Background: an optimization exercise with open tools, aiming at small area, a short achievable clock period and few clock cycles. Do not read the settings as production practice. RTL that was checked went through simulation tests only; none was proved equivalent to the original. Only the layout flow was run in runs 1 to 4; the RTL was not checked for function there. Power is estimated from default activity; no workload was simulated.

==> flow/design.v <==
module ung5_rx (
    input  wire        clk,
    input  wire        rst,
    input  wire        start,
    input  wire [7:0]  start_addr,
    input  wire [15:0] start_total,
    input  wire        rx_valid,
    input  wire [7:0]  rx_data,
    input  wire        tick,
    input  wire [5:0]  buf_idx,
    output wire [7:0]  buf_data,
    output reg  [1:0]  rx_state,
    output reg  [2:0]  rx_reason,
    output reg  [6:0]  rx_len,
    output wire        rx_ready,
    output wire        start_ok,
    output reg  [31:0] head,        
    output wire [31:0] tail,        
    output reg  [15:0] crc,         
    output wire        crc_ready,
    input  wire        dec_we,
    input  wire [3:0]  dec_err,
    output reg  [3:0]  err_code
);
    localparam ST_IDLE = 2'd0, ST_ACTIVE = 2'd1, ST_DONE = 2'd2;
    localparam R_NONE = 3'd0, R_TOTAL = 3'd1, R_SILENCE = 3'd2,
               R_STOP = 3'd3, R_NOISE = 3'd4, R_OVERFLOW = 3'd5;
    function [15:0] crc_step;
        input [15:0] c_in;
        input [7:0]  b;
        integer i;
        reg [15:0] c;
        begin
            c = c_in ^ {8'h00, b};
            for (i = 0; i < 8; i = i + 1)
                c = c[0] ? ((c >> 1) ^ 16'h8408) : (c >> 1);
            crc_step = c;
        end
    endfunction
    function [15:0] crc_unstep;
        input [15:0] c_in;
        input [7:0]  b;
        integer i;
        reg [15:0] c;
        begin
            c = c_in;
            for (i = 0; i < 8; i = i + 1)
                c = c[15] ? (((c ^ 16'h8408) << 1) | 16'h0001) : (c << 1);
            crc_unstep = c ^ {8'h00, b};
        end
    endfunction
    reg [511:0] sh;            
    reg [6:0]   phys;          
    reg [5:0]   q;             
    reg [7:0]   rx_addr;
    reg [15:0]  t_left;        
    reg [5:0]   t_sil;         
    wire accept    = rx_valid && rx_ready;
    wire collapsed = (rx_reason == R_NOISE);
    assign rx_ready = (rx_state == ST_ACTIVE);
    assign start_ok = start && !rx_ready &&
                      (start_total != 16'd0) && (start_total != 16'hFFFF);
    wire [2:0] q_lo = q[2:0];
    wire [2:0] q_hi = q[5:3];
    reg  [7:0] lo_oh, hi_eq, hi_oh, lo_wrap;
    reg        bw;                                   
    integer j;
    always @(*) begin
        for (j = 0; j < 8; j = j + 1) begin
            lo_oh[j]   = (buf_idx[2:0] == q_lo - j[2:0]);
            lo_wrap[j] = (j[2:0] > q_lo);
            hi_eq[j]   = (buf_idx[5:3] == q_hi - j[2:0]);
        end
        bw = |(lo_oh & lo_wrap);
        for (j = 0; j < 8; j = j + 1)
            hi_oh[j] = bw ? hi_eq[(j + 1) % 8] : hi_eq[j];
    end
    reg  [63:0] grp;           
    reg  [7:0]  rd_byte;
    integer g, k;
    always @(*) begin
        for (g = 0; g < 8; g = g + 1) begin
            grp[8*g +: 8] = 8'h00;
            for (k = 0; k < 8; k = k + 1)
                grp[8*g +: 8] = grp[8*g +: 8] | ({8{lo_oh[k]}} & sh[64*g + 8*k +: 8]);
        end
        rd_byte = 8'h00;
        for (g = 0; g < 8; g = g + 1)
            rd_byte = rd_byte | ({8{hi_oh[g]}} & grp[8*g +: 8]);
    end
    assign buf_data = rd_byte;
    assign tail = collapsed ? sh[72 +: 32] : sh[0 +: 32];
    assign crc_ready = !(collapsed && t_sil < 6'd8);
    wire [7:0] rw_byte = accept ? 8'hFA :
                         (t_sil == 6'd7) ? sh[79:72] :
                         (t_sil == 6'd3 || t_sil == 6'd6) ? 8'hFA :
                         (t_sil == 6'd1 || t_sil == 6'd4) ? 8'h81 : rx_addr;
    wire [15:0] crc_back = crc_unstep(crc, rw_byte);
    wire run_found = (rx_data == 8'h81) && (phys[6:3] != 4'd0) &&
                     (sh[7:0]   == rx_addr) && (sh[15:8]  == 8'hFA) &&
                     (sh[23:16] == 8'h81)   && (sh[31:24] == rx_addr) &&
                     (sh[39:32] == 8'hFA)   && (sh[47:40] == 8'h81) &&
                     (sh[55:48] == rx_addr) && (sh[63:56] == 8'hFA);
    wire [5:0] t_sil_n = t_sil + ((t_sil == 6'd63) ? 6'd0 : 6'd1);
    wire       last_fa = (sh[7:0] == 8'hFA);
    always @(posedge clk) begin
        if (accept)
            sh <= {sh[503:0], rx_data};
        if (accept && phys[6:2] == 5'd0)
            case (phys[1:0])
            2'd0: head[7:0]   <= rx_data;
            2'd1: head[15:8]  <= rx_data;
            2'd2: head[23:16] <= rx_data;
            default: head[31:24] <= rx_data;
            endcase
    end
    always @(posedge clk) begin
        if (rst) begin
            err_code  <= 4'd0;
            rx_state  <= ST_IDLE;
            rx_reason <= R_NONE;
            rx_len    <= 7'd0;
            phys      <= 7'd0;
            q         <= 6'd63;
        end else if (start) begin
            if (rx_state == ST_ACTIVE) begin
                err_code <= 4'd7;                      
            end else if (!start_ok) begin
                err_code <= 4'd10;                     
            end else begin
                err_code  <= 4'd0;
                rx_state  <= ST_ACTIVE;
                rx_reason <= R_NONE;
                rx_len    <= 7'd0;
                phys      <= 7'd0;
                q         <= 6'd63;
                rx_addr   <= start_addr;
                t_left    <= start_total;
                t_sil     <= 6'd0;
                crc       <= 16'h0000;
            end
        end else if (accept) begin
            err_code <= 4'd0;
            phys     <= phys + 7'd1;
            q        <= q + 6'd1;
            rx_len   <= phys + 7'd1;
            t_sil    <= 6'd0;
            if (phys != 7'd0)
                crc <= crc_step(crc, sh[7:0]);
            if (run_found) begin
                t_sil     <= 6'd1;
                crc       <= crc_back;
                rx_len    <= (phys == 7'd8) ? 7'd3 : phys - 7'd8;
                rx_state  <= ST_DONE;
                rx_reason <= R_NOISE;
            end else if (phys == 7'd63) begin
                rx_state  <= ST_DONE;
                rx_reason <= R_OVERFLOW;
                err_code  <= 4'd8;                     
            end
        end else if (tick && rx_ready) begin
            err_code <= 4'd0;
            t_sil    <= t_sil_n;
            t_left   <= t_left - 16'd1;
            if (t_left == 16'd0) begin
                rx_state  <= ST_DONE;
                rx_reason <= R_TOTAL;
            end else if (phys[6:3] != 4'd0 && last_fa && t_sil_n >= 6'd10) begin
                rx_state  <= ST_DONE;
                rx_reason <= R_STOP;
            end else if (phys != 7'd0 && t_sil_n >= 6'd50) begin
                rx_state  <= ST_DONE;
                rx_reason <= R_SILENCE;
            end
        end else begin
            if (dec_we)
                err_code <= dec_err;
            if (!crc_ready) begin
                t_sil <= t_sil + 6'd1;
                crc   <= crc_back;
            end
        end
    end
endmodule
module ung5_dec (
    input  wire        clk,
    input  wire        rst,
    input  wire        dec_start,
    input  wire        clear,         
    input  wire [6:0]  n_bytes,       
    input  wire [31:0] head,          
    input  wire [31:0] tail,          
    input  wire [15:0] crc,           
    input  wire        crc_ready,
    output reg         dec_valid,
    output reg  [1:0]  dec_kind,      
    output reg  [1:0]  dec_why,       
    output wire [1:0]  dec_class,     
    output wire [7:0]  dec_addr,
    output wire [7:0]  dec_ctrl,
    output wire [7:0]  dec_length,
    output wire [7:0]  dec_opc,
    output wire [15:0] dec_crc,
    output wire        dec_etx_ok,
    output wire        dec_stop_ok,
    output wire        dec_addr_ok,
    output wire        err_we,
    output wire [3:0]  err_val
);
    function [15:0] crc_step;
        input [15:0] c_in;
        input [7:0]  b;
        integer i;
        reg [15:0] c;
        begin
            c = c_in ^ {8'h00, b};
            for (i = 0; i < 8; i = i + 1)
                c = c[0] ? ((c >> 1) ^ 16'h8408) : (c >> 1);
            crc_step = c;
        end
    endfunction
    reg pend;
    wire [7:0] b0 = head[7:0];
    wire [7:0] b1 = head[15:8];
    wire [7:0] b2 = head[23:16];
    wire [7:0] b3 = head[31:24];
    wire [7:0] t0 = tail[7:0];
    wire [7:0] t1 = tail[15:8];
    wire [7:0] t2 = tail[23:16];
    wire [7:0] t3 = tail[31:24];
    wire short   = (n_bytes == 7'd3);
    wire dclass  = (n_bytes >= 7'd7) && (b1[3:0] == 4'd4);
    wire two     = (t0 == 8'hFA);                      
    wire span_bad = two && (n_bytes == 7'd7);          
    wire crc_bad = two ? (crc != crc_step(16'h0000, t1)) : (crc != 16'h0000);
    wire [6:0] n_6 = n_bytes - 7'd6;
    wire [6:0] n_7 = n_bytes - 7'd7;
    wire len_bad = (b2 == 8'h00) ||
                   (two ? (b2 != {1'b0, n_7}) : (b2 != {1'b0, n_6}));
    wire [1:0] kind = short ? 2'd0 :
                      (dclass && !span_bad && !crc_bad && !len_bad) ? 2'd1 : 2'd2;
    wire [1:0] why  = !dclass ? 2'd0 : span_bad ? 2'd1 : crc_bad ? 2'd2 : 2'd3;
    assign dec_class = (b1[3:0] == 4'd1) ? 2'd1 :
                       (b1[3:0] == 4'd2) ? 2'd2 :
                       (b1[3:0] == 4'd3) ? 2'd3 : 2'd0;
    assign dec_addr    = b0;
    assign dec_ctrl    = b1;
    assign dec_length  = b2;
    assign dec_opc     = b3;
    assign dec_crc     = two ? {t2, t3} : {t1, t2};
    assign dec_etx_ok  = (two ? t1 : t0) == 8'h03;
    assign dec_stop_ok = short ? (b2 == 8'hFA) : two;
    assign dec_addr_ok = (b0 >= 8'h50) && (b0 <= 8'h6F);
    wire fin = (dec_start || pend) && crc_ready;
    assign err_we  = fin;
    assign err_val = (kind == 2'd2) ? 4'd4 : 4'd0;
    always @(posedge clk)
        if (fin) begin
            dec_kind <= kind;
            dec_why  <= why;
        end
    always @(posedge clk) begin
        if (rst || clear) begin
            dec_valid <= 1'b0;
            pend      <= 1'b0;
        end else if (dec_start) begin
            dec_valid <= crc_ready;
            pend      <= !crc_ready;
        end else if (fin) begin
            dec_valid <= 1'b1;
            pend      <= 1'b0;
        end
    end
endmodule
module ung5_rxdec (
    input  wire        clk,
    input  wire        rst,
    input  wire        start,
    input  wire [7:0]  start_addr,
    input  wire [15:0] start_total,
    input  wire        rx_valid,
    input  wire [7:0]  rx_data,
    output wire        rx_ready,
    input  wire        tick,
    input  wire        dec_start,
    input  wire [5:0]  buf_idx,
    output wire [7:0]  buf_data,
    output wire [1:0]  rx_state,
    output wire [2:0]  rx_reason,
    output wire [6:0]  rx_len,
    output wire [3:0]  err_code,
    output wire        dec_valid,
    output wire [1:0]  dec_kind,
    output wire [1:0]  dec_why,
    output wire [1:0]  dec_class,
    output wire [7:0]  dec_addr,
    output wire [7:0]  dec_ctrl,
    output wire [7:0]  dec_length,
    output wire [7:0]  dec_opc,
    output wire [15:0] dec_crc,
    output wire        dec_etx_ok,
    output wire        dec_stop_ok,
    output wire        dec_addr_ok
);
    wire [31:0] head, tail;
    wire [15:0] crc;
    wire        crc_ready, start_ok;
    wire        dec_we;
    wire [3:0]  dec_err;
    ung5_rx u_rx (
        .clk(clk), .rst(rst),
        .start(start), .start_addr(start_addr), .start_total(start_total),
        .rx_valid(rx_valid), .rx_data(rx_data), .tick(tick),
        .buf_idx(buf_idx), .buf_data(buf_data),
        .rx_state(rx_state), .rx_reason(rx_reason), .rx_len(rx_len),
        .rx_ready(rx_ready), .start_ok(start_ok),
        .head(head), .tail(tail), .crc(crc), .crc_ready(crc_ready),
        .dec_we(dec_we), .dec_err(dec_err), .err_code(err_code)
    );
    ung5_dec u_dec (
        .clk(clk), .rst(rst),
        .dec_start(dec_start), .clear(start_ok),
        .n_bytes(rx_len), .head(head), .tail(tail),
        .crc(crc), .crc_ready(crc_ready),
        .dec_valid(dec_valid), .dec_kind(dec_kind), .dec_why(dec_why),
        .dec_class(dec_class), .dec_addr(dec_addr), .dec_ctrl(dec_ctrl),
        .dec_length(dec_length), .dec_opc(dec_opc), .dec_crc(dec_crc),
        .dec_etx_ok(dec_etx_ok), .dec_stop_ok(dec_stop_ok),
        .dec_addr_ok(dec_addr_ok),
        .err_we(dec_we), .err_val(dec_err)
    );
endmodule
==> flow/run.sh <==
#!/bin/bash
# synth_recipe.tcl (not shown) runs the flow's synth.tcl, then flattens the netlist and writes it again
# the make line also repeats each setting of config.mk as NAME=value (left out here)
make -C /OpenROAD-flow-scripts/flow DESIGN_CONFIG=/design/flow/config.mk WORK_HOME=/design/flow/orfs CLKGATE_MAP_FILE= SYNTH_SCRIPT=/design/flow/synth_recipe.tcl finish
==> flow/config.mk <==
export PLATFORM = sky130hd
export DESIGN_NAME = ung5_rxdec
export DESIGN_NICKNAME = ung5_rxdec
export VERILOG_FILES = /design/flow/design.v
export SDC_FILE = /design/flow/constraint.sdc
export NUM_CORES = 4
export LEC_CHECK = 0
export CAP_MARGIN = 20
export CORE_MARGIN = 2
export CORE_UTILIZATION = 30
export CTS_BUF_LIST = sky130_fd_sc_hd__clkbuf_16
export CTS_CLUSTER_DIAMETER = 60
export CTS_CLUSTER_SIZE = 24
export PLACE_DENSITY = 0.5
export SETUP_SLACK_MARGIN = 2.5
export SLEW_MARGIN = 20
==> flow/constraint.sdc <==
create_clock -name core_clock -period 7.5 [get_ports {clk}]
set_input_delay 1.5000 -clock core_clock [delete_from_list [all_inputs] [get_ports {clk}]]
set_output_delay 1.5000 -clock core_clock [all_outputs]
set_load 0.01 [all_outputs]
==> flow_summary.yaml, run 1 <==
clock_network:
  cts_tree: "built"
  clkSinkCount: 625
  clk_pin_slew_ns: 0.07
  ctsHoldBuffers: 0
  clock_path_buffers: 3
  clk-insertion-delay-late_ns: 0.62
  cts_max_level: 3
  cts_made_buffers: 66
  cts_root_buffer: "clkbuf_16"
finish:
  final_common_cell: "edfxtp_1"
  num_antenna_cells: 0
  nets: 2293
  filler_cell_count: 8580
  mostFrequentLayoutCells: "594 x edfxtp_1, 239 x nand2_1, 140 x a22oi_1"
  area_growth_pct: 22.16
  final_layout_size_suffix_gt1_share_pct: 13.42
  fin_util_pct: 36.96
pwr:
  seq_power_share_pct: 46.8
  p_int_uw: 6290
  comb_power_share_pct: 13.0
  power_density_mw_per_mm2: 260.3
  switchingPower_uw: 2358
  ir_worst_vdd_mv: 0.2027
  p_leak_uw: 0.01082
  p_clk_share_pct: 40.1
  power_switching_share_pct: 27.26
global_routing:
  grt_overflow: 0
  grt_pass1_wl_mm: 123.7
  grt_start_max_net_pins: 177
  grt_usage_pct: 17.52
  grt_pass1_vias: 18560
  antenna_found_initial: 1
synthesis:
  syn_inst: 2048
  synthArstFlopShare_pct: 0
  synth_mux_area_share_pct: 2.475
  syn_area_per_cell_um2: 13.28
  synth_edf_count: 594
  synth-seq-cells: 625
  synth_compound_area_share_pct: 12.49
  synth_top_family_by_area: "compound AO/OA/AOI/OAI gates"
  ys.flop_type: "edfxtp_1"
  netlist_area_mm2: 0.02719
  synthXorXnorAreaFrac_pct: 3.653
  synthAdderAreaFrac_pct: 1.196
  synth_simple_gate_area_share_pct: 10.22
  seq_area_frac_synth_pct: 67.87
  synth.distinct_cells: 79
  yosys_warnings: 2
sta:
  finalSetupViolCount: 0
  rsz0062_at_grt: "true"
  worst_pin_slew_ns: 1.022
  period_minus_slack_ns: 5.725
  post-route-period-util_pct: 76.34
  hold_viol_final: 0
  skew_ns: 0.03526
  fmax_ghz: 0.1747
  fin_tns_setup_ns: 0
  slew_headroom_pct: 31.87
  final_max_slew_viol_count: 0
critical_path:
  crit_path_end_kind: "output port"
  ff2ff_path_depth: 8
  cp_data_required_time_ns: 6.00
  crit_path_start_kind: "input port"
  r2r_end: "u_rx.rx_reason[0]"
  endpoint: "buf_data[6]"
  path_class: "in -> out"
  regToRegStartpoint: "u_rx.rx_state[0]"
  critPathLaunch: "buf_idx[2]"
  path_max_fanout: 8
  critPathArrivalTime_ns: 4.23
  r2r_slack_ns: 3.36
drt:
  route.detailed.wl_per_inst_um: 24.23
  met3_wirelength_mm: 5.784
  vias_per_cell: 5.437
  wl_met2_mm: 38.99
  routed_wl_mm: 83.53
  top_layer: "met4"
  dr.pass1.iters: 6
  wl_met1_mm: 35.94
  drt-initial-drc-count: 1736
  remaining_drc_errors: 0
  via_count: 18746
  antenna_left: 0
placement:
  place_congestion: 0.8705
  io_buffers: 126
  dpl.hpwl_mm: 52.55
floorplan:
  fp.coreArea_mm2: 0.08987
  die_h_um: 305.1
  row_count: 110
  ios: 127
  die_x_um: 305.1
  die_area_mm2: 0.09307
  initial_core_util_pct: 30.26
status:
  status: "complete, no violations"
worst_hold_path:
  hp-start: "u_rx.sh[108]"
  hold_class: "reg -> reg"
job:
  maxCapViolations: 0
[area by class of cell]
type | count | area (um^2) | area share (%)
clock inverter | 50 | 594.3 | 1.789
clock buffer | 67 | 1677 | 5.047
timing repair buffer | 221 | 2171 | 6.535
multi-input combinational | 1275 | 8708 | 26.21
inverter | 34 | 135.1 | 0.4068
sequential | 625 | 18460 | 55.58
tap | 1176 | 1471 | 4.429
[kinds of logic after synthesis]
kind of cell,Yosys count
AO/OA/AOI/OAI,483
XOR/XNOR,110
adder cells (fa/ha/maj),26
buffers and inverters,151
flip-flops,625
multiplexers,66
AND/OR/NAND/NOR,587
[cells in the mapped netlist (34+ instances only)]
library cell / n / area share [%]
edfxtp_1: 594 / 66
nand2_1: 241 / 3.3
a22oi_1: 140 / 3.9
nor2_1: 123 / 1.7
clkbuf_1: 107 / 1.5
a21oi_1: 80 / 1.5
xnor2_1: 59 / 1.9
mux2i_1: 56 / 2.1
o21ai_0: 49 / 0.90
xor2_1: 49 / 1.6
a31oi_1: 36 / 0.83
nor3_1: 35 / 0.64
inv_1: 34 / 0.47
[power groups by stage]
stage	Sequential (uW)	Combinational, uW	Clock (uW)
6_report	4050	1130	3470
2_1_floorplan	4080	597	0
4_1_cts	4050	1110	3550
5_1_grt	4060	1210	3680
3_5_place_dp	4130	1040	0
3_3_place_gp	4120	1040	0
[per-layer routing]
| layer | up-vias | GRT usage, % |
|---|---|---|
| met5 | - | 0 |
| met4 | 0 | 6.033 |
| met2 | 742 | 27.93 |
| met3 | 146 | 3.804 |
| li1 | 8285 | - |
| met1 | 9573 | 23.59 |
[through the flow]
step           cell area (um^2)  std cells  hold slack (ns)  power (uW)  worst slack, ns
2_1_floorplan             27340       2048           0.4244        4676            2.277
3_3_place_gp              30130       3282           0.4286        5159           0.3287
3_5_place_dp              30130       3282           0.4318        5163           0.2373
4_1_cts                   32970       3436           0.4256        8712            1.732
5_1_grt                   33220       3448           0.4437        8946            1.679
6_report                  33220       3448           0.4269        8648            1.775
[worst max-delay path: stages]
cell and delay (ns):
buf_12 0.12, o21bai_1 0.15, a32o_1 0.26, a222oi_1 0.55, o211ai_4 0.22, buf_6 0.20
mux2i_4 0.25, buf_12 0.16, buf_8 0.10, a31oi_4 0.04, a2111oi_4 0.29, nand4_1 0.18
buf_2 0.20
[timing repair]
action / 4_1_cts / 5_1_grt
endpoints found under the setup margin: 49 / 22
cloned: 3 / 0
pin swaps: 21 / 15
resized for setup: 107 / 38
buffers inserted: 34 / 12
[worst min path at each step]
stage,slack [ns],cells after the start,endpoint
finish,0.43,0,u_rx.sh[116]
global route,0.44,0,u_rx.sh[116]
CTS,0.43,0,u_rx.sh[182]
detailed placement,0.43,0,u_rx.sh[143]
global placement,0.43,0,u_rx.sh[292]
floorplan,0.42,0,u_rx.sh[10]
[state kept, by name, summed over array words and instances (netlist names)]
| register | cells |
|---|---|
| u_dec.dec_kind | 2 |
| u_dec.dec_valid | 1 |
| u_dec.dec_why | 2 |
| u_dec.pend | 1 |
| u_rx.crc | 16 |
| u_rx.err_code | 4 |
| u_rx.head | 32 |
| u_rx.phys | 7 |
| u_rx.q | 6 |
| u_rx.rx_addr | 8 |
| u_rx.rx_len | 7 |
| u_rx.rx_reason | 3 |
| u_rx.rx_state | 2 |
| u_rx.sh | 512 |
| u_rx.t_left | 16 |
| u_rx.t_sil | 6 |
==> run 2: changes to the inputs <==
--- a/flow/config.mk
+++ b/flow/config.mk
@@ -9,7 +9,5 @@
 export CORE_MARGIN = 2
 export CORE_UTILIZATION = 30
-export CTS_BUF_LIST = sky130_fd_sc_hd__clkbuf_16
-export CTS_CLUSTER_DIAMETER = 60
-export CTS_CLUSTER_SIZE = 24
+export CTS_BUF_LIST = sky130_fd_sc_hd__clkbuf_4 sky130_fd_sc_hd__clkbuf_8
 export PLACE_DENSITY = 0.5
 export SETUP_SLACK_MARGIN = 2.5
==> flow_summary.yaml, run 2 <==
floorplan:
  initial_core_util_pct: 30.26
  row_count: 110
  die_area_mm2: 0.09307
  die_x_um: 305.1
  fp.coreArea_mm2: 0.08987
  die_h_um: 305.1
  ios: 127
synthesis:
  syn_inst: 2048
  ys.flop_type: "edfxtp_1"
  synthArstFlopShare_pct: 0
  synth-seq-cells: 625
  synth_edf_count: 594
  synth_commonest_cells: "594 x edfxtp_1, 241 x nand2_1, 140 x a22oi_1"
  synth_largest_area_cell: "edfxtp_1"
  netlist_area_mm2: 0.02719
  yosys-top-cells-area: "edfxtp_1 66%, a22oi_1 3.9%, nand2_1 3.3%"
  synth_most_common_cell: "edfxtp_1"
  synth.distinct_cells: 79
  seq_area_frac_synth_pct: 67.87
  syn_area_per_cell_um2: 13.28
  synth_top_cell_area_share_pct: 65.59
  yosys_warnings: 2
clock_network:
  clkSinkCount: 625
  clk_pin_slew_ns: 0.06
  cts_max_level: 3
  cts_root_buffer: "clkbuf_8"
  clk-insertion-delay-late_ns: 0.77
  cts_made_buffers: 108
  ctsHoldBuffers: 0
  cts_tree: "built"
  clock_path_buffers: 3
global_routing:
  grt_usage_pct: 17.72
  grt_start_max_net_pins: 177
  antenna_found_initial: 3
  grt_overflow: 0
  grt_pass1_vias: 19001
  grt_pass1_wl_mm: 125.1
drt:
  route.detailed.wl_per_inst_um: 23.84
  antenna_left: 0
  vias_per_cell: 5.307
  via_count: 18782
  routed_wl_mm: 84.37
  drt-initial-drc-count: 1749
  remaining_drc_errors: 0
  dr.pass1.iters: 6
finish:
  largest_reg_flops: 512
  final_common_cell: "edfxtp_1"
  mostFrequentLayoutCells: "594 x edfxtp_1, 239 x nand2_1, 140 x a22oi_1"
  nets: 2341
  top_register: "u_rx.sh"
  final_layout_size_suffix_gt1_share_pct: 15.52
  reg.largest.list: "u_rx.sh: 512 flops, u_rx.head: 32 flops"
  area_growth_pct: 21.80
placement:
  dpl.hpwl_mm: 52.55
  place_congestion: 0.8705
  io_buffers: 126
sta:
  hold_viol_final: 0
  fmax_ghz: 0.1741
  finalSetupViolCount: 0
  final_max_slew_viol_count: 0
  fin_tns_setup_ns: 0
  rsz0062_at_grt: "true"
  slew_headroom_pct: 32.97
  worst_pin_slew_ns: 1.005
  skew_ns: 0.02601
  period_minus_slack_ns: 5.745
  post-route-period-util_pct: 76.61
critical_path:
  path_max_fanout: 7
  cp_data_required_time_ns: 6.00
  crit_path_end_kind: "output port"
  crit_path_start_kind: "input port"
  critPathArrivalTime_ns: 4.25
  path_class: "in -> out"
pwr:
  ir_worst_vdd_mv: 0.1446
  p_total_uw: 8371
  p_leak_uw: 0.01077
  power_density_mw_per_mm2: 252.7
worst_hold_path:
  hold_class: "reg -> reg"
job:
  maxCapViolations: 0
status:
  status: "complete, no violations"
## run 2: cell counts after synthesis
No cell type changed its count.
## run 2: cell families (layout without fill, tap and decap cells)
group / Yosys count / in the layout / synth area share, %
compound gates: 483 / 483 / 12.49
buf+inv: 151 / 458 / 2.093
simple gates: 587 / 590 / 10.22
flops: 625 / 625 / 67.87
xor+xnor: 110 / 110 / 3.653
other cells: 0 / 5 / 0
mux: 66 / 66 / 2.475
fa+ha+maj: 26 / 26 / 1.196
## run 2: per-layer routing
layer  share of wire (%)  global-route usage, %  vias to the layer above
li1                    -                      -                     8400
met1                  43                  23.72                     9444
met2                  46                  28.14                      788
met3                 7.7                  4.283                      150
met4                 2.9                  5.952                        0
met5                   0                      0                        -
## run 2: through the flow
stage	hold slack [ns]	util [%]	area [um^2]	cells	worst slack [ns]
2_1_floorplan	0.4244	-	27340	2048	2.277
3_3_place_gp	0.4286	33.52	30130	3282	0.3287
3_5_place_dp	0.4318	33.52	30130	3282	0.2373
4_1_cts	0.4221	36.67	32960	3524	1.740
5_1_grt	0.4314	36.85	33120	3536	1.686
6_report	0.4373	36.86	33120	3539	1.755
## run 2: area by class of cell
type / count / area [um^2]
diodes: 5 / 12.51
clock buffers: 145 / 1795
clock inverters: 52 / 396.6
fillers: 8612 / 56750
inverters: 34 / 135.1
multi-input cells: 1275 / 8696
flip-flops and latches: 625 / 18470
well taps: 1176 / 1471
repair buffers: 227 / 2147
## run 2: final timing paths
path	cells after the start	from	end	slack, ns
hold reg to reg	0	u_rx.sh[237]	u_rx.sh[245]	0.44
setup reg to reg	8	u_rx.rx_state[0]	u_rx.rx_reason[0]	3.38
hold / removal	0	u_rx.sh[237]	u_rx.sh[245]	0.44
setup / recovery	13	buf_idx[2]	buf_data[2]	1.75
## run 2: power breakdown
| group | internal (uW) | total [uW] | switching [uW] | leakage [uW] |
|---|---|---|---|---|
| clock network | 1710 | 3190 | 1490 | 0.00114 |
| logic | 425 | 1120 | 699 | 0.00430 |
| registers | 3950 | 4050 | 104 | 0.00533 |
| total | 6080 | 8370 | 2290 | 0.0108 |
## run 2: what timing repair did
action | in CTS | in global routing
pin swaps | 24 | 15
setup endpoints to repair | 26 | 36
setup buffers | 42 | 10
resized for setup | 129 | 21
cloned | 3 | 0
## run 2: worst max-delay path, stage by stage
cell,delay [ns]
buf_12,0.12
o21bai_1,0.15
a32o_1,0.26
a222oi_1,0.56
o211ai_4,0.20
buf_6,0.19
buf_6,0.11
mux2i_1,0.12
buf_4,0.18
o21ai_1,0.10
nand4_1,0.11
or4_4,0.48
buf_6,0.15
==> run 3: changes to the inputs <==
--- a/flow/design.v
+++ b/flow/design.v
@@ -17,4 +17,5 @@
     output reg  [31:0] head,        
     output wire [31:0] tail,        
+    output reg         last_fa,     
     output reg  [15:0] crc,         
     output wire        crc_ready,
@@ -56,6 +57,6 @@
     reg [15:0]  t_left;        
     reg [5:0]   t_sil;         
+    reg         collapsed;     
     wire accept    = rx_valid && rx_ready;
-    wire collapsed = (rx_reason == R_NOISE);
     assign rx_ready = (rx_state == ST_ACTIVE);
     assign start_ok = start && !rx_ready &&
@@ -103,5 +104,4 @@
                      (sh[55:48] == rx_addr) && (sh[63:56] == 8'hFA);
     wire [5:0] t_sil_n = t_sil + ((t_sil == 6'd63) ? 6'd0 : 6'd1);
-    wire       last_fa = (sh[7:0] == 8'hFA);
     always @(posedge clk) begin
         if (accept)
@@ -120,4 +120,5 @@
             rx_state  <= ST_IDLE;
             rx_reason <= R_NONE;
+            collapsed <= 1'b0;
             rx_len    <= 7'd0;
             phys      <= 7'd0;
@@ -132,4 +133,5 @@
                 rx_state  <= ST_ACTIVE;
                 rx_reason <= R_NONE;
+                collapsed <= 1'b0;
                 rx_len    <= 7'd0;
                 phys      <= 7'd0;
@@ -137,6 +139,4 @@
                 rx_addr   <= start_addr;
                 t_left    <= start_total;
-                t_sil     <= 6'd0;
-                crc       <= 16'h0000;
             end
         end else if (accept) begin
@@ -146,6 +146,6 @@
             rx_len   <= phys + 7'd1;
             t_sil    <= 6'd0;
-            if (phys != 7'd0)
-                crc <= crc_step(crc, sh[7:0]);
+            last_fa  <= (rx_data == 8'hFA);
+            crc      <= (phys == 7'd0) ? 16'h0000 : crc_step(crc, sh[7:0]);
             if (run_found) begin
                 t_sil     <= 6'd1;
@@ -154,4 +154,6 @@
                 rx_state  <= ST_DONE;
                 rx_reason <= R_NOISE;
+                collapsed <= 1'b1;
+                last_fa   <= (sh[71:64] == 8'hFA);       
             end else if (phys == 7'd63) begin
                 rx_state  <= ST_DONE;
@@ -191,4 +193,5 @@
     input  wire [31:0] head,          
     input  wire [31:0] tail,          
+    input  wire        last_fa,       
     input  wire [15:0] crc,           
     input  wire        crc_ready,
@@ -231,5 +234,5 @@
     wire short   = (n_bytes == 7'd3);
     wire dclass  = (n_bytes >= 7'd7) && (b1[3:0] == 4'd4);
-    wire two     = (t0 == 8'hFA);                      
+    wire two     = last_fa;                            
     wire span_bad = two && (n_bytes == 7'd7);          
     wire crc_bad = two ? (crc != crc_step(16'h0000, t1)) : (crc != 16'h0000);
@@ -305,5 +308,5 @@
     wire [31:0] head, tail;
     wire [15:0] crc;
-    wire        crc_ready, start_ok;
+    wire        crc_ready, start_ok, last_fa;
     wire        dec_we;
     wire [3:0]  dec_err;
@@ -315,5 +318,6 @@
         .rx_state(rx_state), .rx_reason(rx_reason), .rx_len(rx_len),
         .rx_ready(rx_ready), .start_ok(start_ok),
-        .head(head), .tail(tail), .crc(crc), .crc_ready(crc_ready),
+        .head(head), .tail(tail), .last_fa(last_fa),
+        .crc(crc), .crc_ready(crc_ready),
         .dec_we(dec_we), .dec_err(dec_err), .err_code(err_code)
     );
@@ -321,5 +325,5 @@
         .clk(clk), .rst(rst),
         .dec_start(dec_start), .clear(start_ok),
-        .n_bytes(rx_len), .head(head), .tail(tail),
+        .n_bytes(rx_len), .head(head), .tail(tail), .last_fa(last_fa),
         .crc(crc), .crc_ready(crc_ready),
         .dec_valid(dec_valid), .dec_kind(dec_kind), .dec_why(dec_why),
==> flow_summary.yaml, run 3 <==
finish:
  fin_util_pct: 36.45
  mostFrequentLayoutCells: "595 x edfxtp_1, 168 x a22oi_1, 160 x nand2_1"
  final_layout_size_suffix_gt1_share_pct: 14.91
  area_growth_pct: 20.37
  final_cell_area_mm2: 0.03221
  final_common_cell: "edfxtp_1"
  nets: 2143
  largest_reg_flops: 512
  reg.largest.list: "u_rx.sh: 512 flops, u_rx.head: 32 flops"
  top_register: "u_rx.sh"
floorplan:
  initial_core_util_pct: 30.28
  fp.coreArea_mm2: 0.08837
  die_x_um: 302.7
  die_area_mm2: 0.09161
  row_count: 109
  die_h_um: 302.7
  ios: 127
synthesis:
  synth_largest_area_cell: "edfxtp_1"
  synth_edf_count: 595
  yosys-top-cells-area: "edfxtp_1 67%, a22oi_1 4.7%, dfxtp_1 2.4%"
  synth_most_common_cell: "edfxtp_1"
  seq_area_frac_synth_pct: 69.16
  synth_commonest_cells: "595 x edfxtp_1, 168 x a22oi_1, 161 x nand2_1"
  yosys_warnings: 2
  netlist_area_mm2: 0.02676
  synth_top_cell_area_share_pct: 66.76
  synth-seq-cells: 627
  syn_inst: 1883
  syn_area_per_cell_um2: 14.21
  synth.distinct_cells: 74
  ys.flop_type: "edfxtp_1"
  synthArstFlopShare_pct: 0
critical_path:
  critPathArrivalTime_ns: 4.22
  crit_path_start_kind: "input port"
  crit_top_cell: "buf_6"
  path_cells: "buf_12 -> buf_8 -> xnor2_4 -> and3_4 -> a22o_1 -> nor4_4 -> buf_6 -> mux2_4 -> o21ai_2 -> nand4_1 -> or4b_4 -> buf_6"
  cp_data_required_time_ns: 6.00
  max_stage_delay_ns: 0.56
  ff2ff_path_depth: 7
  path_max_fanout: 8
  path_class: "in -> out"
  r2r_end: "u_rx.sh[372]"
  cpLargestDelayFamily: "simple AND/OR/NAND/NOR gates"
  path_depth: 12
  r2r_slack_ns: 3.61
  cp_slowest_cell: "or4b_4"
  crit_path_end_kind: "output port"
  regToRegStartpoint: "u_rx.rx_state[1]"
  critPathLaunch: "buf_idx[2]"
  endpoint: "buf_data[6]"
  path_buf_inv: 4
sta:
  post-route-period-util_pct: 76.27
  rsz0062_at_grt: "true"
  fmax_ghz: 0.1748
  period_minus_slack_ns: 5.720
  finalSetupViolCount: 0
  slew_headroom_pct: 23.41
  skew_ns: 0.03875
  hold_viol_final: 0
  worst_pin_slew_ns: 1.145
  fin_tns_setup_ns: 0
  final_max_slew_viol_count: 0
worst_hold_path:
  hp-start: "u_rx.sh[226]"
  hold_class: "reg -> reg"
drt:
  route.detailed.wl_per_inst_um: 23.63
  dr.pass1.iters: 5
  routed_wl_mm: 78.80
  antenna_left: 0
  vias_per_cell: 5.333
  via_count: 17779
  drt-initial-drc-count: 1562
  remaining_drc_errors: 0
clock_network:
  cts_root_buffer: "clkbuf_8"
  clk_pin_slew_ns: 0.06
  clock_path_buffers: 3
  cts_made_buffers: 106
  cts_tree: "built"
  cts_max_level: 3
  clkSinkCount: 627
  clk-insertion-delay-late_ns: 0.74
global_routing:
  grt_start_max_net_pins: 116
  antenna_found_initial: 1
  grt_pass1_vias: 18333
  grt_usage_pct: 17.01
  grt_pass1_wl_mm: 117.9
  grt_overflow: 0
job:
  maxCapViolations: 0
placement:
  io_buffers: 126
  place_congestion: 0.8365
  dpl.hpwl_mm: 46.55
  placed_area_mm2: 0.02951
pwr:
  power_density_mw_per_mm2: 246.9
  ir_worst_vdd_mv: 0.1345
  p_leak_uw: 0.01026
status:
  status: "complete, no violations"
==> run 3: kinds of logic (layout without fill, tap and decap cells) <==
kind of cell / Yosys count / after routing / share of synthesized area [%]
and+or+nand+nor: 441 / 441 / 8.154
adders and majority gates: 25 / 25 / 1.169
muxes: 76 / 76 / 3.530
buffers and inverters: 125 / 409 / 1.791
AOI/OAI and AO/OA: 480 / 480 / 12.42
DFF: 627 / 627 / 69.16
other: 0 / 2 / 0
xor gates and xnor gates: 109 / 109 / 3.782
==> run 3: layout make-up <==
class                           count  area, um^2
Fill cell                        8476       56160
Sequential cell                   627       18520
Multi-Input combinational cell   1131        8149
Timing Repair Buffer              182        1789
Clock buffer                      143        1774
Tap cell                         1165        1458
Clock inverter                     58       409.1
Inverter                           26       108.9
Antenna cell                        2       5.005
==> run 3: worst register-to-register path, stage by stage (launching register included) <==
cell,delay [ns]
dfxtp_1,0.31
inv_1,0.07
nand2_1,0.16
clkinv_1,0.20
nand2_1,0.35
inv_8,0.69
buf_4,0.99
buf_4,0.75
==> run 3: stage by stage <==
| step | hold slack [ns] | power, uW | setup slack, ns | instances |
|---|---|---|---|---|
| finish | 0.4182 | 7953 | 1.780 | 3334 |
| global route | 0.4239 | 8272 | 1.644 | 3333 |
| CTS | 0.4026 | 8039 | 1.765 | 3327 |
| detailed placement | 0.4329 | 4827 | 0.5498 | 3107 |
| global placement | 0.4286 | 4821 | 0.6089 | 3107 |
| floorplan | 0.4257 | 4486 | 2.221 | 1883 |
==> run 3: repair_timing <==
item / CTS / global route
setup endpoints to repair: 8 / 8
pin swaps: 20 / 13
hold buffers: 0 / 0
setup buffers: 18 / 5
resized for setup: 101 / 16
cloned: 1 / 0
==> run 3: how the worst min path moves through the flow <==
| stage | end | depth (start not counted) |
|---|---|---|
| floorplan | u_rx.sh[149] | 0 |
| global placement | u_rx.sh[353] | 0 |
| detailed placement | u_rx.sh[486] | 0 |
| CTS | u_rx.sh[314] | 0 |
| global route | u_rx.sh[314] | 0 |
| finish | u_rx.sh[234] | 0 |
==> run 3: power breakdown <==
part           total [uW]  internal [uW]  switching, uW
logic                 763            286            478
clock network        3160           1670           1490
registers            4030           3950           83.3
total                7950           5910           2050
==> run 3: per-layer routing <==
metal	track usage, %	vias to the layer above	share of wire, %
met5	0	-	0
met4	6.826	0	3.1
met3	3.623	147	6.9
met2	26.98	708	47
met1	22.74	9070	43
li1	-	7854	-
==> run 4: changes to the inputs <==
--- a/flow/design.v
+++ b/flow/design.v
@@ -64,19 +64,14 @@
     wire [2:0] q_lo = q[2:0];
     wire [2:0] q_hi = q[5:3];
-    reg  [7:0] lo_oh, hi_eq, hi_oh, lo_wrap;
-    reg        bw;                                   
+    wire       bw   = (buf_idx[2:0] > q_lo);
+    reg  [7:0] lo_oh, hi_oh;
     integer j;
-    always @(*) begin
+    always @(*)
         for (j = 0; j < 8; j = j + 1) begin
-            lo_oh[j]   = (buf_idx[2:0] == q_lo - j[2:0]);
-            lo_wrap[j] = (j[2:0] > q_lo);
-            hi_eq[j]   = (buf_idx[5:3] == q_hi - j[2:0]);
+            lo_oh[j] = (buf_idx[2:0] == q_lo - j[2:0]);
+            hi_oh[j] = (buf_idx[5:3] == q_hi - j[2:0]);
         end
-        bw = |(lo_oh & lo_wrap);
-        for (j = 0; j < 8; j = j + 1)
-            hi_oh[j] = bw ? hi_eq[(j + 1) % 8] : hi_eq[j];
-    end
     reg  [63:0] grp;           
-    reg  [7:0]  rd_byte;
+    reg  [7:0]  rd_nb, rd_bw;
     integer g, k;
     always @(*) begin
@@ -86,9 +81,12 @@
                 grp[8*g +: 8] = grp[8*g +: 8] | ({8{lo_oh[k]}} & sh[64*g + 8*k +: 8]);
         end
-        rd_byte = 8'h00;
-        for (g = 0; g < 8; g = g + 1)
-            rd_byte = rd_byte | ({8{hi_oh[g]}} & grp[8*g +: 8]);
+        rd_nb = 8'h00;
+        rd_bw = 8'h00;
+        for (g = 0; g < 8; g = g + 1) begin
+            rd_nb = rd_nb | ({8{hi_oh[g]}} & grp[8*g +: 8]);
+            rd_bw = rd_bw | ({8{hi_oh[(g + 1) % 8]}} & grp[8*g +: 8]);
+        end
     end
-    assign buf_data = rd_byte;
+    assign buf_data = bw ? rd_bw : rd_nb;
     assign tail = collapsed ? sh[72 +: 32] : sh[0 +: 32];
     assign crc_ready = !(collapsed && t_sil < 6'd8);
==> flow_summary.yaml, run 4 <==
status:
  status: "complete, no violations"
floorplan:
  die_x_um: 313.1
  row_count: 113
  die_h_um: 313.1
  die_area_mm2: 0.09803
  ios: 127
  initial_core_util_pct: 30.21
  fp.coreArea_mm2: 0.09487
synthesis:
  seq_area_frac_synth_pct: 64.57
  synth_edf_count: 595
  synth-seq-cells: 627
  synthAdderAreaFrac_pct: 1.004
  syn_area_per_cell_um2: 13.69
  synth_most_common_cell: "edfxtp_1"
  synth_top_cell_area_share_pct: 62.34
  synthXorXnorAreaFrac_pct: 3.894
  syn_inst: 2094
  synth_commonest_cells: "595 x edfxtp_1, 169 x mux2i_1, 152 x nor2_1"
  synthArstFlopShare_pct: 0
  synth_mux_area_share_pct: 8.347
  synth_top_family_by_area: "compound AO/OA/AOI/OAI gates"
  synth.distinct_cells: 91
  synth_simple_gate_area_share_pct: 9.766
  synth_compound_area_share_pct: 10.29
  yosys_warnings: 2
  yosys-top-cells-area: "edfxtp_1 62%, mux2i_1 5.9%, dfxtp_1 2.2%"
  ys.flop_type: "edfxtp_1"
  synth_largest_area_cell: "edfxtp_1"
  netlist_area_mm2: 0.02866
drt:
  antenna_left: 0
  drt-initial-drc-count: 2214
  vias_per_cell: 5.446
  remaining_drc_errors: 0
  route.detailed.wl_per_inst_um: 25.41
  dr.pass1.iters: 6
  routed_wl_mm: 94.28
  via_count: 20206
global_routing:
  grt_pass1_wl_mm: 137.1
  grt_pass1_vias: 20101
  antenna_found_initial: 3
  grt_start_max_net_pins: 167
  grt_usage_pct: 18.68
  grt_overflow: 0
finish:
  largest_reg_flops: 512
  final_common_cell: "edfxtp_1"
  nets: 2415
  final_cell_area_mm2: 0.03533
  regArea_mm2: 0.01851
  reg.largest.list: "u_rx.sh: 512 flops, u_rx.head: 32 flops"
  top_register: "u_rx.sh"
  final_layout_size_suffix_gt1_share_pct: 19.39
  multi_input_area_mm2: 0.01011
  filler_cell_count: 9016
  mostFrequentLayoutCells: "595 x edfxtp_1, 167 x mux2i_1, 146 x nor2_1"
  area_growth_pct: 23.25
pwr:
  p_total_uw: 9065
  power_density_mw_per_mm2: 256.6
  ir_worst_vdd_mv: 0.1669
  p_leak_uw: 0.01169
critical_path:
  crit_path_start_kind: "input port"
  path_max_fanout: 6
  cp_slowest_cell: "mux2_2"
  critPathArrivalTime_ns: 4.01
  path_cells: "buf_12 -> ha_4 -> buf_12 -> buf_8 -> mux2_2 -> a32o_1 -> a221o_1 -> a22o_1 -> a2111oi_2 -> nand4_1 -> o22a_2 -> buf_6"
  max_stage_delay_ns: 0.33
  crit_top_cell: "buf_12"
  path_class: "in -> out"
  cp_data_required_time_ns: 6.00
  crit_path_end_kind: "output port"
job:
  maxCapViolations: 0
sta:
  period_minus_slack_ns: 5.511
  slew_headroom_pct: 32.91
  hold_viol_final: 0
  rsz0062_at_grt: "true"
  post-route-period-util_pct: 73.49
  final_max_slew_viol_count: 0
  skew_ns: 0.03810
  fmax_ghz: 0.1814
  finalSetupViolCount: 0
  worst_pin_slew_ns: 1.006
  fin_tns_setup_ns: 0
clock_network:
  clock_path_buffers: 3
  clkSinkCount: 627
  clk-insertion-delay-late_ns: 0.77
  cts_max_level: 3
  clk_pin_slew_ns: 0.06
  cts_root_buffer: "clkbuf_8"
  cts_made_buffers: 110
  cts_tree: "built"
placement:
  place_congestion: 0.8639
  placed_area_mm2: 0.03171
  io_buffers: 126
  dpl.hpwl_mm: 60.62
worst_hold_path:
  hold_class: "reg -> reg"
## run 4: cell types whose count changed in the layout (fill, tap and decap cells not counted), sizes merged, moves of 28 or more
cell   before  now
a22oi     168   14
mux2i      52  170
nor2       84  152
buf        68  133
a21oi      81   47
a221o       0   33
o21ai      66   98
nand3      29   57
## run 4: where the power goes
| part | internal [uW] | switching, uW | total (uW) |
|---|---|---|---|
| combinational | 586 | 934 | 1520 |
| clock | 1940 | 1520 | 3460 |
| sequential | 3970 | 108 | 4080 |
## run 4: repair_timing
item,in CTS,in global routing
hold buffers,0,0
cloned,4,1
pin swaps,31,20
setup endpoints to repair,8,8
buffers inserted,46,12
gates resized for setup,145,25
## run 4: final cells by class
cell class	count	area share (%)
sequential	627	52.40
multi-input combinational	1324	28.62
timing repair buffer	255	7.367
clock buffer	156	5.316
tap	1265	4.481
clock inverter	52	1.463
inverter	30	0.3471
antenna	1	0.007084
## run 4: critical path, delay by kind of cell
family	cells	cell delay [ns]
compound gates	5	1.25
simple gates	1	0.14
buf+inv	4	0.51
fa+ha+maj	1	0.27
mux	1	0.33
## run 4: routing by layer
layer / vias to the layer above / global-route usage [%] / share of wire (%)
met5: - / 0 / 0.017
met4: 2 / 6.155 / 2.9
met3: 169 / 3.169 / 6.8
met2: 884 / 29.77 / 47
met1: 10341 / 25.86 / 44
li1: 8810 / - / -
## run 4: final timing paths
| kind | cells past startpoint | start | slack [ns] | end |
|---|---|---|---|---|
| min | 0 | u_rx.sh[130] | 0.42 | u_rx.sh[138] |
| max reg2reg | 7 | u_rx.rx_state[1] | 3.64 | u_rx.crc[0] |
| max | 12 | buf_idx[2] | 1.99 | buf_data[1] |
| min reg2reg | 0 | u_rx.sh[130] | 0.42 | u_rx.sh[138] |
## run 4: metrics by stage
stage,hold WS (ns),util (%),setup slack [ns],instances
4_1_cts,0.4298,36.97,1.963,3695
2_1_floorplan,0.4174,-,2.505,2094
5_1_grt,0.4325,37.24,1.872,3710
3_5_place_dp,0.4259,33.42,0.6904,3437
6_report,0.4204,37.24,1.989,3710
3_3_place_gp,0.4249,33.42,0.7187,3437
## run 4: logic make-up after synthesis
| family | count (synthesis) |
|---|---|
| multiplexers | 214 |
| adder cells (fa/ha/maj) | 23 |
| buffers and inverters | 145 |
| XOR/XNOR | 115 |
| flip-flops | 627 |
| AO/OA/AOI/OAI | 406 |
| AND/OR/NAND/NOR | 564 |
==> run 5: changes to the inputs <==
--- a/flow/design.v
+++ b/flow/design.v
@@ -62,31 +62,7 @@
     assign start_ok = start && !rx_ready &&
                       (start_total != 16'd0) && (start_total != 16'hFFFF);
-    wire [2:0] q_lo = q[2:0];
-    wire [2:0] q_hi = q[5:3];
-    wire       bw   = (buf_idx[2:0] > q_lo);
-    reg  [7:0] lo_oh, hi_oh;
-    integer j;
-    always @(*)
-        for (j = 0; j < 8; j = j + 1) begin
-            lo_oh[j] = (buf_idx[2:0] == q_lo - j[2:0]);
-            hi_oh[j] = (buf_idx[5:3] == q_hi - j[2:0]);
-        end
-    reg  [63:0] grp;           
-    reg  [7:0]  rd_nb, rd_bw;
-    integer g, k;
-    always @(*) begin
-        for (g = 0; g < 8; g = g + 1) begin
-            grp[8*g +: 8] = 8'h00;
-            for (k = 0; k < 8; k = k + 1)
-                grp[8*g +: 8] = grp[8*g +: 8] | ({8{lo_oh[k]}} & sh[64*g + 8*k +: 8]);
-        end
-        rd_nb = 8'h00;
-        rd_bw = 8'h00;
-        for (g = 0; g < 8; g = g + 1) begin
-            rd_nb = rd_nb | ({8{hi_oh[g]}} & grp[8*g +: 8]);
-            rd_bw = rd_bw | ({8{hi_oh[(g + 1) % 8]}} & grp[8*g +: 8]);
-        end
-    end
-    assign buf_data = bw ? rd_bw : rd_nb;
+    wire [7:0] lo_oh, hi_oh;
+    ung5_rdsel u_rdsel (.q(q), .idx(buf_idx), .lo_oh(lo_oh), .hi_oh(hi_oh));
+    ung5_rdmux u_rdmux (.sh(sh), .lo_oh(lo_oh), .hi_oh(hi_oh), .data(buf_data));
     assign tail = collapsed ? sh[72 +: 32] : sh[0 +: 32];
     assign crc_ready = !(collapsed && t_sil < 6'd8);
@@ -183,4 +159,38 @@
     end
 endmodule
+module ung5_rdsel (
+    input  wire [5:0] q,
+    input  wire [5:0] idx,
+    output reg  [7:0] lo_oh,
+    output reg  [7:0] hi_oh
+);
+    wire bw = (idx[2:0] > q[2:0]);                  
+    integer j;
+    always @(*)
+        for (j = 0; j < 8; j = j + 1) begin
+            lo_oh[j] = (idx[2:0] == q[2:0] - j[2:0]);
+            hi_oh[j] = bw ? (idx[5:3] == q[5:3] - j[2:0] - 3'd1)
+                          : (idx[5:3] == q[5:3] - j[2:0]);
+        end
+endmodule
+module ung5_rdmux (
+    input  wire [511:0] sh,
+    input  wire [7:0]   lo_oh,
+    input  wire [7:0]   hi_oh,
+    output reg  [7:0]   data
+);
+    reg [63:0] grp;            
+    integer g, k;
+    always @(*) begin
+        for (g = 0; g < 8; g = g + 1) begin
+            grp[8*g +: 8] = 8'h00;
+            for (k = 0; k < 8; k = k + 1)
+                grp[8*g +: 8] = grp[8*g +: 8] | ({8{lo_oh[k]}} & sh[64*g + 8*k +: 8]);
+        end
+        data = 8'h00;
+        for (g = 0; g < 8; g = g + 1)
+            data = data | ({8{hi_oh[g]}} & grp[8*g +: 8]);
+    end
+endmodule
 module ung5_dec (
     input  wire        clk,
==> flow_summary.yaml, run 5 <==
job:
  maxCapViolations: 0
sta:
  worst_pin_slew_ns: 1.115
  period_minus_slack_ns: 5.400
  skew_ns: 0.03204
  slew_headroom_pct: 25.40
  finalSetupViolCount: 0
  fin_tns_setup_ns: 0
  fmax_ghz: 0.1852
  post-route-period-util_pct: 72.00
  hold_viol_final: 0
  fin_ws_ns: 2.100
  rsz0062_at_grt: "true"
  final_max_slew_viol_count: 0
synthesis:
  syn_inst: 1721
  yosys_warnings: 4
  seq_area_frac_synth_pct: 70.89
  ys.flop_type: "edfxtp_1"
  synth_commonest_cells: "595 x edfxtp_1, 128 x a222oi_1, 88 x clkbuf_1"
  syn_area_per_cell_um2: 15.17
  synthArstFlopShare_pct: 0
  netlist_area_mm2: 0.02611
  synth_most_common_cell: "edfxtp_1"
  synth-seq-cells: 627
  synth_largest_area_cell: "edfxtp_1"
  synth_edf_count: 595
  synth_top_cell_area_share_pct: 68.43
  yosys-top-cells-area: "edfxtp_1 68%, a222oi_1 4.9%, dfxtp_1 2.5%"
  synth.distinct_cells: 69
floorplan:
  die_x_um: 299.0
  die_h_um: 299.0
  initial_core_util_pct: 30.19
  fp.coreArea_mm2: 0.08648
  die_area_mm2: 0.08940
  ios: 127
  row_count: 108
critical_path:
  max_stage_delay_ns: 0.38
  crit_path_start_kind: "input port"
  cp_slowest_cell: "clkdlybuf4s15_1"
  crit_top_cell: "buf_12"
  path_class: "in -> out"
  r2r_slack_ns: 3.66
  cp_data_required_time_ns: 6.00
  crit_path_end_kind: "output port"
  path_max_fanout: 8
  path_cells: "clkdlybuf4s15_1 -> xor2_4 -> mux2i_1 -> nor2_1 -> mux2i_4 -> buf_12 -> buf_12 -> a31oi_1 -> a211oi_2 -> nand4_1 -> buf_2"
  critPathArrivalTime_ns: 3.90
finish:
  area_growth_pct: 24.16
  final_cell_area_mm2: 0.03242
  mostFrequentLayoutCells: "595 x edfxtp_1, 128 x a222oi_1, 112 x clkdlybuf4s50_1"
  final_common_cell: "edfxtp_1"
  top_register: "u_rx.sh"
  nets: 2041
  final_layout_size_suffix_gt1_share_pct: 18.14
  reg.largest.list: "u_rx.sh: 512 flops, u_rx.head: 32 flops"
  largest_reg_flops: 512
global_routing:
  grt_start_max_net_pins: 192
  antenna_found_initial: 4
  grt_overflow: 0
  grt_usage_pct: 17.66
  grt_pass1_wl_mm: 119.1
  grt_pass1_vias: 17658
placement:
  io_buffers: 126
  placed_area_mm2: 0.02886
  place_congestion: 0.8705
  dpl.hpwl_mm: 45.35
  dpl_worst_slack_ns: 0.5955
drt:
  via_count: 17763
  routed_wl_mm: 81.18
  antenna_left: 0
  dr.pass1.iters: 10
  remaining_drc_errors: 0
  vias_per_cell: 5.528
  drt-initial-drc-count: 2543
  route.detailed.wl_per_inst_um: 25.27
pwr:
  p_leak_uw: 0.01007
  ir_worst_vdd_mv: 0.1483
  power_density_mw_per_mm2: 251.9
clock_network:
  cts_made_buffers: 104
  cts_root_buffer: "clkbuf_8"
  clk-insertion-delay-late_ns: 0.73
  clock_path_buffers: 3
  ctsHoldBuffers: 0
  cts_tree: "built"
  cts_max_level: 3
  clk_pin_slew_ns: 0.06
  clkSinkCount: 627
status:
  status: "complete, no violations"
worst_hold_path:
  hold_class: "reg -> reg"
run 5: cell types whose count changed in the layout (fill, tap and decap cells not counted), moves of 44 or more:
| cell | change |
|---|---|
| nand2_1 | -56 |
| mux2i_1 | -139 |
| nor2_1 | -94 |
| a222oi_1 | +124 |
| o21ai_0 | -44 |
| a22oi_1 | +56 |
run 5: layer usage:
metal  routed length (um)  part of all wire [%]  global-route usage [%]  vias up
li1                     -                     -                       -     7682
met1                34660                    43                   24.79     8984
met2                37370                    46                   27.46      969
met3                 7289                   9.0                   4.057      126
met4                 1851                   2.3                   4.810        2
met5                   13                 0.016                       0        -
run 5: cells by family (layout without fill, tap and decap cells):
logic type | after synthesis | in the layout | share of synthesized area, %
mux | 47 | 47 | 2.449
buf+inv | 128 | 462 | 1.883
flops | 627 | 627 | 70.89
simple gates | 366 | 367 | 7.471
other cells | 0 | 2 | 0
xor+xnor | 103 | 103 | 3.508
fa+ha+maj | 25 | 25 | 1.198
compound gates | 425 | 425 | 12.60
run 5: final timing paths:
| kind | to | startpoint | cells after the start |
|---|---|---|---|
| max | buf_data[6] | buf_idx[4] | 11 |
| min | u_rx.sh[410] | u_rx.sh[402] | 0 |
| min reg2reg | u_rx.sh[410] | u_rx.sh[402] | 0 |
| max reg2reg | u_rx.crc[2] | u_rx.sh[15] | 7 |
run 5: timing repair:
item	CTS	global route
endpoints found under the setup margin	8	12
setup buffers	62	5
cloned	16	0
gates resized for setup	146	12
pin swaps	64	26
run 5: final cells by class:
cell class	instances	area, um^2
fillers	8164	54070
flip-flops and latches	627	18520
multi-input cells	967	7561
repair buffers	240	2701
clock buffers	148	1774
well taps	1155	1445
clock inverters	42	287.8
inverters	32	127.6
diodes	2	5.005
run 5: worst max-delay path: cells and delay by family:
family                 cells  cell delay (ns)
buffers and inverters      4             0.88
AND/OR/NAND/NOR            2             0.42
multiplexers               2             0.55
AO/OA/AOI/OAI              2             0.25
XOR/XNOR                   1             0.28
run 5: report_power, final:
group	switching, uW	internal [uW]	total (uW)
registers	85.8	3940	4030
logic	642	457	1100
clock network	1440	1600	3040
run 5: per-stage QoR:
step	total power, uW	hold slack [ns]	instances	util [%]
2_1_floorplan	4534	0.4244	1721	-
3_3_place_gp	4944	0.4273	2938	33.37
3_5_place_dp	4954	0.4334	2938	33.37
4_1_cts	8234	0.4219	3206	37.42
5_1_grt	8462	0.4423	3213	37.48
6_report	8167	0.4275	3213	37.48
Testbench counts of run 5, summed over its fixed seeds: cycles 28,368.
==> run 6: changes to the inputs <==
--- a/flow/config.mk
+++ b/flow/config.mk
@@ -13,2 +13,3 @@
 export SETUP_SLACK_MARGIN = 2.5
 export SLEW_MARGIN = 20
+export SYNTH_HIERARCHICAL = 1
==> flow_summary.yaml, run 6 <==
job:
  maxCapViolations: 0
synthesis:
  synth_most_common_cell: "edfxtp_1"
  syn_area_per_cell_um2: 14.57
  syn_inst: 1889
  synth_top_cell_area_share_pct: 64.93
  synth_commonest_cells: "595 x edfxtp_1, 261 x a22oi_1, 89 x nand2_1, 89 x nand4_1, 66 x xnor2_1"
  seq_area_frac_synth_pct: 67.26
  synth-seq-cells: 627
  yosys_warnings: 10
  synth_edf_count: 595
  netlist_area_mm2: 0.02752
  ys.flop_type: "edfxtp_1"
  synthArstFlopShare_pct: 0
  synth_largest_area_cell: "edfxtp_1"
  yosys-top-cells-area: "edfxtp_1 65%, a22oi_1 7.1%, dfxtp_1 2.3%"
  synth.distinct_cells: 86
drt:
  route.detailed.wl_per_inst_um: 24.46
  remaining_drc_errors: 0
  dr.pass1.iters: 5
  vias_per_cell: 5.440
  via_count: 18307
  drt-initial-drc-count: 2042
  antenna_left: 0
  routed_wl_mm: 82.31
sta:
  skew_ns: 0.07340
  rsz0062_at_grt: "true"
  whs_ns: 0.4113
  fmax_ghz: 0.1925
  period_minus_slack_ns: 5.194
  finalSetupViolCount: 0
  post-route-period-util_pct: 69.26
  final_max_slew_viol_count: 0
  hold_viol_final: 0
  worst_pin_slew_ns: 1.026
  fin_ws_ns: 2.306
  slew_headroom_pct: 31.37
  fin_tns_setup_ns: 0
clock_network:
  cts_root_buffer: "clkbuf_8"
  cts_made_buffers: 110
  cts_max_level: 3
  clk-insertion-delay-late_ns: 0.75
  cts_tree: "built"
  clkSinkCount: 627
  clock_path_buffers: 3
  clk_pin_slew_ns: 0.06
  ctsHoldBuffers: 0
placement:
  place_congestion: 0.8567
  placed_area_mm2: 0.02985
  dpl_worst_slack_ns: 0.8149
  dpl.hpwl_mm: 48.39
  io_buffers: 126
finish:
  mostFrequentLayoutCells: "595 x edfxtp_1, 211 x a22oi_1, 117 x clkbuf_8"
  final_common_cell: "edfxtp_1"
  area_growth_pct: 21.41
  filler_cell_count: 8678
  final_cell_area_mm2: 0.03341
  nets: 2166
  num_antenna_cells: 0
  final_layout_size_suffix_gt1_share_pct: 22.21
  largest_reg_flops: 512
  top_register: "u_rx.sh"
  reg.largest.list: "u_rx.sh: 512 flops, u_rx.head: 32 flops"
global_routing:
  grt_pass1_wl_mm: 120.6
  antenna_found_initial: 2
  grt_overflow: 0
  grt_start_max_net_pins: 167
  grt_pass1_vias: 18291
  grt_usage_pct: 16.97
pwr:
  ir_worst_vdd_mv: 0.1400
  power_density_mw_per_mm2: 256.7
  p_leak_uw: 0.01041
  p_total_uw: 8575
critical_path:
  crit_path_end_kind: "output port"
  max_stage_delay_ns: 0.35
  path_buf_inv: 4
  critPathArrivalTime_ns: 3.69
  cp_data_required_time_ns: 6.00
  path_cells: "dlygate4sd2_1 -> xnor2_2 -> nor2_1 -> a31oi_1 -> a31oi_2 -> buf_6 -> buf_4 -> a22oi_2 -> nand4_1 -> buf_2"
  cpLargestDelayFamily: "buffers and inverters"
  crit_path_start_kind: "input port"
  cp_slowest_cell: "xnor2_2"
  path_max_fanout: 8
  path_class: "in -> out"
floorplan:
  row_count: 111
  fp.coreArea_mm2: 0.09125
  ios: 127
  die_x_um: 306.9
  die_h_um: 306.9
  initial_core_util_pct: 30.16
  die_area_mm2: 0.09416
worst_hold_path:
  hold_class: "reg -> reg"
status:
  status: "complete, no violations"
-- run 6: area by class of cell --
cell class	instances	area (um^2)	share of cell area [%]
clock buffers	161	1941	5.809
clock inverters	33	186.4	0.5580
inverters	32	133.9	0.4007
multi-input cells	1096	8532	25.54
flip-flops and latches	627	18520	55.43
well taps	1186	1484	4.442
repair buffers	230	2614	7.824
-- run 6: path summary, 6_finish.rpt --
path | cells past startpoint | slack [ns] | endpoint | startpoint
worst max-delay path | 10 | 2.31 | buf_data[2] | buf_idx[3]
worst min-delay path | 0 | 0.41 | u_rx.sh[74] | u_rx.sh[66]
worst max register to register | 11 | 4.13 | u_rx.rx_reason[1] | u_rx.t_sil[1]
worst min register to register | 0 | 0.41 | u_rx.sh[74] | u_rx.sh[66]
-- run 6: modules after synthesis (local to each module, per instance), a selection --
module	area, um^2	times used	flip-flops and latches
ung5_dec	1515	1	6
ung5_rdmux	3273	1	0
ung5_rdsel	603.1	1	0
ung5_rx	22120	1	621
-- run 6: metal layers --
metal	GRT usage (%)	routed length, um
met1	23.31	36410
met2	27.15	38360
met3	3.067	5212
met4	5.495	2327
met5	0	0
-- run 6: per-stage QoR --
| stage | cells | utilization [%] |
|---|---|---|
| 2_1_floorplan | 1891 | - |
| 3_3_place_gp | 3109 | 32.71 |
| 3_5_place_dp | 3109 | 32.71 |
| 4_1_cts | 3354 | 36.32 |
| 5_1_grt | 3365 | 36.61 |
| 6_report | 3365 | 36.61 |
-- run 6: cell families (layout without fill, tap and decap cells) --
kind of cell,count (synthesis),in the layout,share of synthesized area (%)
other cells,1,3,0.01363
mux,61,61,2.442
flops,627,627,67.26
compound gates,470,470,12.87
simple gates,431,431,8.853
xor+xnor,106,106,3.606
fa+ha+maj,25,25,1.137
buf+inv,168,456,3.820
-- run 6: timing repair --
item | 4_1_cts | 5_1_grt
resized for setup | 165 | 30
pin swaps | 64 | 50
endpoints found under the setup margin | 9 | 9
cloned | 10 | 3
buffers inserted | 41 | 8
-- run 6: where the power goes --
| part | internal, uW | leakage (uW) | switching, uW |
|---|---|---|---|
| clock | 1660 | 0.00114 | 1420 |
| sequential | 4000 | 0.00536 | 117 |
| combinational | 563 | 0.00391 | 814 |
==> run 7: changes to the inputs <==
==> flow/flow/run.sh (new file) <==
#!/bin/bash
# The standard layout (the standard.sh: standard synthesis, floorplan,
# placement, CTS, routing), with every input and output port buffered by
# sky130_fd_sc_hd__buf_2 instead of the cell buffer_ports picks by itself.
# make's full output goes to flow_make.log here; ORFS keeps each step's log
# under orfs/logs/.
set -euo pipefail
export BUFFER_PORTS_ARGS="-buffer_cell sky130_fd_sc_hd__buf_2"
bash standard.sh > flow_make.log 2>&1
==> flow/standard.sh (new file) <==
#!/bin/bash
# synth_recipe.tcl (not shown) runs the flow's synth.tcl, then flattens the netlist and writes it again
# the make line also repeats each setting of config.mk as NAME=value (left out here)
make -C /OpenROAD-flow-scripts/flow DESIGN_CONFIG=/design/flow/config.mk WORK_HOME=/design/flow/orfs CLKGATE_MAP_FILE= SYNTH_SCRIPT=/design/flow/synth_recipe.tcl "${@:-finish}"
removed: flow/run.sh
==> flow_summary.yaml, run 7 <==
status:
  status: "complete, no violations"
finish:
  reg.largest.list: "u_rx.sh: 512 flops, u_rx.head: 32 flops"
  top_register: "u_rx.sh"
  filler_cell_count: 8689
  final_common_cell: "edfxtp_1"
  final_layout_size_suffix_gt1_share_pct: 25.38
  multi_input_area_mm2: 0.008449
  regArea_mm2: 0.01851
  largest_reg_flops: 512
  area_growth_pct: 18.27
pwr:
  ir_worst_vdd_mv: 0.1330
  p_leak_uw: 0.01028
  p_total_uw: 8743
clock_network:
  cts_root_buffer: "clkbuf_8"
  clk_pin_slew_ns: 0.07
  cts_tree: "built"
  cts_made_buffers: 108
  clk-insertion-delay-late_ns: 0.75
  cts_max_level: 3
  clock_path_buffers: 3
placement:
  dpl.hpwl_mm: 48.35
  place_congestion: 0.8464
  io_buffers: 126
global_routing:
  grt_overflow: 0
  grt_pass1_wl_mm: 118.1
  grt_pass1_vias: 18123
  grt_usage_pct: 16.58
  grt_start_max_net_pins: 160
  top_usage_layer: "met2"
  gr-usage-met3_pct: 3.343
  use_met2_pct: 27.00
  antenna_found_initial: 4
drt:
  remaining_drc_errors: 0
  antenna_left: 0
  routed_wl_mm: 80.99
  drt-initial-drc-count: 1834
  dr.pass1.iters: 7
  route.detailed.wl_per_inst_um: 24.29
sta:
  hold_viol_final: 0
  skew_ns: 0.05792
  fin_tns_setup_ns: 0
  finalSetupViolCount: 0
  worst_pin_slew_ns: 0.9925
  post-route-period-util_pct: 69.76
  rsz0062_at_grt: "true"
  final_max_slew_viol_count: 0
  period_minus_slack_ns: 5.232
  slew_headroom_pct: 33.59
critical_path:
  max_stage_delay_ns: 0.26
  path_class: "in -> out"
  crit_path_end_kind: "output port"
  critPathArrivalTime_ns: 3.73
  cp_data_required_time_ns: 6.00
  path_cells: "buf_12 -> xnor2_4 -> buf_4 -> buf_6 -> xnor2_4 -> nor2_4 -> clkbuf_16 -> buf_12 -> a22oi_2 -> nand4_1 -> a22oi_2 -> nand4_1 -> buf_2"
floorplan:
  ios: 127
  initial_core_util_pct: 30.16
  row_count: 111
  die_x_um: 306.9
  die_area_mm2: 0.09416
synthesis:
  netlist_area_mm2: 0.02752
  synth-seq-cells: 627
  syn_inst: 1889
  syn_area_per_cell_um2: 14.57
  synth_most_common_cell: "edfxtp_1"
  synth_top_cell_area_share_pct: 64.93
  synth_commonest_cells: "595 x edfxtp_1, 261 x a22oi_1, 89 x nand2_1, 89 x nand4_1, 66 x xnor2_1"
  synth_edf_count: 595
  synth_largest_area_cell: "edfxtp_1"
  synthArstFlopShare_pct: 0
  synth.distinct_cells: 86
job:
  maxCapViolations: 0
run 7: cell count changes in the layout (fill, tap and decap cells not counted), sizes merged, moves of 2 or more:
cell           change
buf               +82
bufinv             +9
clkbuf            -16
clkdlybuf4s50    -112
clkinv             +6
dlygate4sd2        -2
run 7: kinds of logic after synthesis:
family	Yosys count	synth area share [%]
AOI/OAI and AO/OA	470	12.87
xor gates and xnor gates	106	3.606
adders and majority gates	25	1.137
buffers and inverters	168	3.820
DFF	627	67.26
muxes	61	2.442
other	1	0.01363
and+or+nand+nor	431	8.853
run 7: metal layers:
| layer | vias up | part of all wire (%) |
|---|---|---|
| met5 | - | 0.028 |
| li1 | 7931 | - |
| met3 | 129 | 6.7 |
| met2 | 687 | 47 |
| met4 | 4 | 2.0 |
| met1 | 9282 | 44 |
run 7: area by class of cell:
class / instances / area share (%)
Tap cell: 1186 / 4.560
Clock inverter: 48 / 1.526
Antenna cell: 1 / 0.007689
Clock buffer: 145 / 5.536
Multi-Input combinational cell: 1097 / 25.96
Inverter: 32 / 0.4114
Sequential cell: 627 / 56.88
Timing Repair Buffer: 198 / 5.113
run 7: timing repair:
item                                    in CTS  in global routing
endpoints found under the setup margin       8                  8
pin swaps                                   47                 42
resized for setup                          104                 29
cloned                                       8                  2
buffers inserted                            24                  8
hold buffers                                 0                  0
run 7: worst paths after layout:
kind / startpoint / slack (ns) / to / depth (start not counted)
max: buf_idx[2] / 2.27 / buf_data[3] / 13
min: u_rx.sh[170] / 0.39 / u_rx.sh[178] / 0
max reg2reg: u_rx.collapsed / 3.63 / u_rx.err_code[2] / 10
min reg2reg: u_rx.sh[170] / 0.39 / u_rx.sh[178] / 0
run 7: Yosys stat by module (local to each module, per instance), excerpt:
| module | cell area [um^2] | flops+latches |
|---|---|---|
| ung5_rx | 22120 | 621 |
| ung5_rdmux | 3273 | 0 |
| ung5_dec | 1515 | 6 |
| ung5_rdsel | 603.1 | 0 |
run 7: critical path: cells and delay by family:
kind	cells	cell delay [ns]
compound gates	2	0.37
xor+xnor	2	0.34
simple gates	3	0.55
buf+inv	6	0.95
run 7: where the power goes:
group	switching (uW)	internal, uW	total (uW)
registers	119	4000	4120
clock network	1470	1880	3350
logic	787	485	1270
run 7: stage by stage:
step	hold WS, ns	instance area, um^2	setup slack (ns)	cells	utilization, %
finish	0.3950	32550	2.268	3334	35.67
global placement	0.4283	29060	1.619	3097	31.84
floorplan	0.4272	27540	2.651	1891	-
detailed placement	0.4347	29060	1.597	3098	31.85
global route	0.3981	32540	2.198	3333	35.66
CTS	0.3968	32320	2.354	3323	35.42

Re-timed with assumed drivers on the ports (clkbuf_16 on the clock, buf_2 on other inputs), run 7 has 2.212 ns of setup slack against 2.268 ns with ideal ports, and 2.212 ns once port delays also move by the mid clock arrival of 0.785 ns.
